This is an optimization exercise on Yosys and OpenROAD, whose aim is small area, a short achievable clock period and few clock cycles, not a production implementation.
Function was checked by simulation only, so behaviour that the tests miss may differ from the original.
Power and IR drop assume default switching activity.

## rev 12
// alu_core
module alu_core (
    input  wire        clk,
    input  wire        rst,         
    input  wire        cmd_valid,
    output wire        cmd_ready,
    input  wire [31:0] cmd,
    input  wire [3:0]  rd_idx,
    output wire [15:0] rd_data,
    output wire [3:0]  flags        
);
Size in the first run: roughly 2,500 cells after synthesis, roughly 60 I/O pins, ~0.026 mm2 of cells after synthesis.
export LEC_CHECK = 0
export CAP_MARGIN = 20
export CORE_MARGIN = 2
export CORE_UTILIZATION = 55
export CTS_BUF_LIST = sky130_fd_sc_hd__clkbuf_4 sky130_fd_sc_hd__clkbuf_8
export CTS_CLUSTER_SIZE = 20
export PLACE_DENSITY = 0.68
export SETUP_SLACK_MARGIN = 4
export SLEW_MARGIN = 20
create_clock -name core_clock -period 10.0 [get_ports {clk}]
standard.sh (not shown) runs the stock make flow with config.mk's settings and CLKGATE_MAP_FILE= SYNTH_SCRIPT=/design/flow/synth_recipe.tcl, a recipe that flattens the netlist after the stock synthesis.
==> flow/flow/run.sh <==
#!/bin/bash
# Standard ORFS layout, with the port buffers made from plain buffers (buf_4)
# instead of the delay cells buffer_ports picks by default, and with timing
# repair free to resize cells across footprints.
set -euo pipefail
export BUFFER_PORTS_ARGS="-buffer_cell sky130_fd_sc_hd__buf_4"
bash standard.sh MATCH_CELL_FOOTPRINT=0 "BUFFER_PORTS_ARGS=-buffer_cell sky130_fd_sc_hd__buf_4" finish > make_finish.log 2>&1
Testbench counts of rev 12, summed over its fixed seeds: cycles 5,283.
> inputs changed (rev 12 -> rev 13)
diff --git a/flow/design.v b/flow/design.v
--- a/flow/design.v
+++ b/flow/design.v
@@ -1,38 +1,38 @@
 module alu_core (
     input  wire        clk,
     input  wire        rst,         
     input  wire        cmd_valid,
     output wire        cmd_ready,
     input  wire [31:0] cmd,
     input  wire [3:0]  rd_idx,
     output wire [15:0] rd_data,
     output wire [3:0]  flags        
 );
-    function [17:0] add16(input [15:0] x, input [15:0] y, input ci);
+    function [16:0] add16(input [15:0] x, input [15:0] y, input ci);
         reg [15:0] p, g, P, G;
         integer l, k;
         begin
             p = x ^ y; g = x & y;
             G = g; P = p;
             G[1] = g[1] | ((p[1] & x[0]) & y[0]);
             P[1] = p[1] & p[0];
             for (k = 15; k >= 2; k = k - 1) begin
                 G[k] = G[k] | (P[k] & G[k-1]);
                 P[k] = P[k] & P[k-1];
             end
             for (l = 2; l < 16; l = l * 2)
                 for (k = 15; k >= l; k = k - 1) begin
                     G[k] = G[k] | (P[k] & G[k-l]);
                     P[k] = P[k] & P[k-l];
                 end
-            add16 = {G[15], G[14], p ^ {G[14:0], 1'b0}};
+            add16 = {G[15], p ^ {G[14:0], 1'b0}};
         end
     endfunction
     function [17:0] add17(input [16:0] x, input [16:0] y, input ci);
         reg [16:0] p, g, P, G;
         integer l, k;
         begin
             p = x ^ y; g = x & y;
             G = g; P = p;
             G[0] = g[0] | (p[0] & ci);
             for (l = 1; l < 17; l = l * 2)
@@ -95,30 +95,32 @@
     wire [15:0] A = rf[16*fa +: 16];
     wire [15:0] B = rf[16*fb +: 16];
     wire a_z = (A == 16'd0);
     wire b_z = (B == 16'd0), b_1 = (B == 16'd1);
     wire x_inv  = isSUB | isCMP | isDIV | isINC;
     wire y_b    = isADD | isSUB | isCMP | isDIV;
     wire y_ones = isINC | isDEC | isNEG;
     wire r_inv  = isSUB | isCMP | isINC | isNEG;
     wire [15:0] X = A ^ {16{x_inv}};
     wire [15:0] Y = ({16{y_b}} & B) | {16{y_ones}};
-    wire [17:0] t = add16(X, Y, 1'b0);
+    wire [16:0] t = add16(X, Y, 1'b0);
     wire [15:0] R = t[15:0] ^ {16{r_inv}};
-    wire        c16 = t[17];
-    wire        c15 = t[16];
+    wire        c16 = t[16];
     wire        a_lt_b = c16;                         
     wire [15:0] pxy = X ^ Y;
     wire        t_z = (pxy == {(X[14:0] | Y[14:0]), 1'b0});
     wire        t_f = &pxy;
     wire        r_z = r_inv ? t_f : t_z;
-    wire        add_of = c15 ^ c16;
+    wire        add_of = isADD ? ((A[15] ~^ B[15]) & (R[15] ^ A[15])) :
+                         (isSUB | isCMP) ? ((A[15] ^ B[15]) & (R[15] ^ A[15])) :
+                         isINC ? (!A[15] & R[15]) :
+                         (A[15] & (isDEC ^ R[15]));    
     wire        n16   = |imm[15:4];                   
     wire [3:0]  amt   = isSH  ? (n16 ? 4'd0 : imm[3:0]) :
                         isROT ? imm[3:0] : 4'd0;
     wire        left  = isSHL | isROL;
     wire [3:0]  r     = left ? (4'd0 - amt) : amt;
     wire [31:0] rr    = {A, A} >> r;
     wire [15:0] rot   = rr[15:0];
     reg  [15:0] thr;                                  
     integer m;
     always @(*)
@@ -272,31 +274,28 @@
     wire [15:0] remN = ge2 ? d2[15:0] : r2[15:0];
     wire [15:0] dqN  = {dq1[14:0], ge2};
     wire fin_q = busy && !wr_rem && (cnt == 3'd0);    
     wire fin_r = busy && wr_rem;                      
     wire [15:0] w = !busy ? w_acc : wr_rem ? rem : mode_div ? dqN : prod;
     wire wa = acc & (isADD | isSUB | isINC | isDEC | isNEG | isSH | isROT | isMOV | isLDI
                      | isMUL | isDIV);
     wire wb = acc & isNEG;
     wire wc = acc & (isCMP | isSH | isROT | isMUL | (isDIV & !b_z));
     wire wd = acc & isDIV & !b_z;
-    wire [3:0] ia = busy ? da : fa;
-    wire [3:0] ic = busy ? dc : fc;
-    wire [3:0] id = busy ? dd : fd;
-    wire       ea = busy ? fin_q : wa;
-    wire       ec = busy ? (fin_q & mode_div) : wc;
-    wire       ed = busy ? fin_r : wd;
     reg [15:0] we;
     integer i;
     always @(*) begin
         for (i = 0; i < 16; i = i + 1)
-            we[i] = rst | (ea & (ia == i)) | (wb & (fb == i)) | (ec & (ic == i)) | (ed & (id == i));
+            we[i] = rst
+                  | (wa & (fa == i)) | (wb & (fb == i)) | (wc & (fc == i)) | (wd & (fd == i))
+                  | (fin_q & ((da == i) | (mode_div & (dc == i))))
+                  | (fin_r & (dd == i));
     end
     wire [15:0] wdat = rst ? 16'd0 : w;
     wire fl_we = acc & !isMOV & !isLDI;
     wire cf_we = fl_we & !isINC & !isDEC;
     wire [15:0] keep_a = isSHL ? ~thr_rev : (isSHR | isSAR) ? ~thr : 16'hFFFF;
     wire sh_z  = ((A & keep_a) == 16'd0) & !(fillv & (|fillm));
     wire zf_nx = isMUL | (isDIV ? (b_z | a_z | (!b_1 & a_lt_b)) :
                           (isSH | isROT) ? sh_z : r_z);
     wire sf_nx = isDIV ? (b_1 & A[15]) : (isSH | isROT) ? sh[15] : (R[15] & !isMUL);
     wire cf_nx = ((isADD | isSUB | isCMP) & c16) | (isNEG & !a_z)
@@ -330,15 +329,17 @@
             da       <= fa;
             dc       <= fc;
             dd       <= fd;
             opa      <= (isDIV & div_skip) ? {A[1:0], 14'd0} : A;
             opb      <= B;
             rem      <= b_1 ? 16'd0 : a_lt_b ? A :
                         (isDIV & div_skip) ? {2'd0, A[15:2]} : 16'd0;
         end else begin
             cnt <= cnt - 3'd1;
             if (fin_q) wr_rem <= 1'b1;
-            opa <= dqN;
-            rem <= remN;
+            if (!wr_rem) begin
+                opa <= dqN;
+                rem <= remN;
+            end
         end
     end
 endmodule
### Flow results
- Higher share of total power in combinational logic among rev 13 and rev 12: rev 12
- Compared with rev 12, in rev 13 final RePlAce weighted congestion went up about 4%; via count of the first global-routing pass went up about 3.7%.
- Compared with rev 12, rev 13 instantiates a larger number of cells.
- Rev 13 vs rev 12, synthesized-area fraction occupied by and/or/nand/nor cells went up by 0.70 points.
- Of rev 13 and rev 12, the run reporting the lower buffer count excluding the clock tree in the final layout was rev 12.
- The clock-buffer cell count in rev 13 was lower than what rev 12 gave.
Testbench counts of rev 13, summed over its fixed seeds: cycles 5,283.

## re-timing with driven ports
The results above use ideal ports. As a check the final layouts listed here were re-extracted and re-timed, cells and wires unchanged. Step 1 (the two cells are an assumption about what drives the block):
set clk [get_ports {clk}]
set_driving_cell -lib_cell sky130_fd_sc_hd__clkbuf_16 $clk
set_driving_cell -lib_cell sky130_fd_sc_hd__buf_2 [delete_from_list [all_inputs] $clk]
Step 2 also shifts input and output timing later by t, the mid clock arrival at the registers, as if the neighbouring blocks saw the same clock. Three values: ideal ports, drivers, drivers and shift; two values: the first two.
run | t (ns) | setup WS [ns] | worst register clock-pin slew, ns
rev 12 | 0.725 | 3.981 / 3.844 / 3.119 | 0.07 / 0.07
rev 13 | 0.726 | 4.037 / 3.849 / 3.122 | 0.07 / 0.07
After both steps every run listed still meets setup and hold. The setup slack of rev 13, which loses most, moves by -0.188 ns with the drivers and by -0.915 ns with both steps.
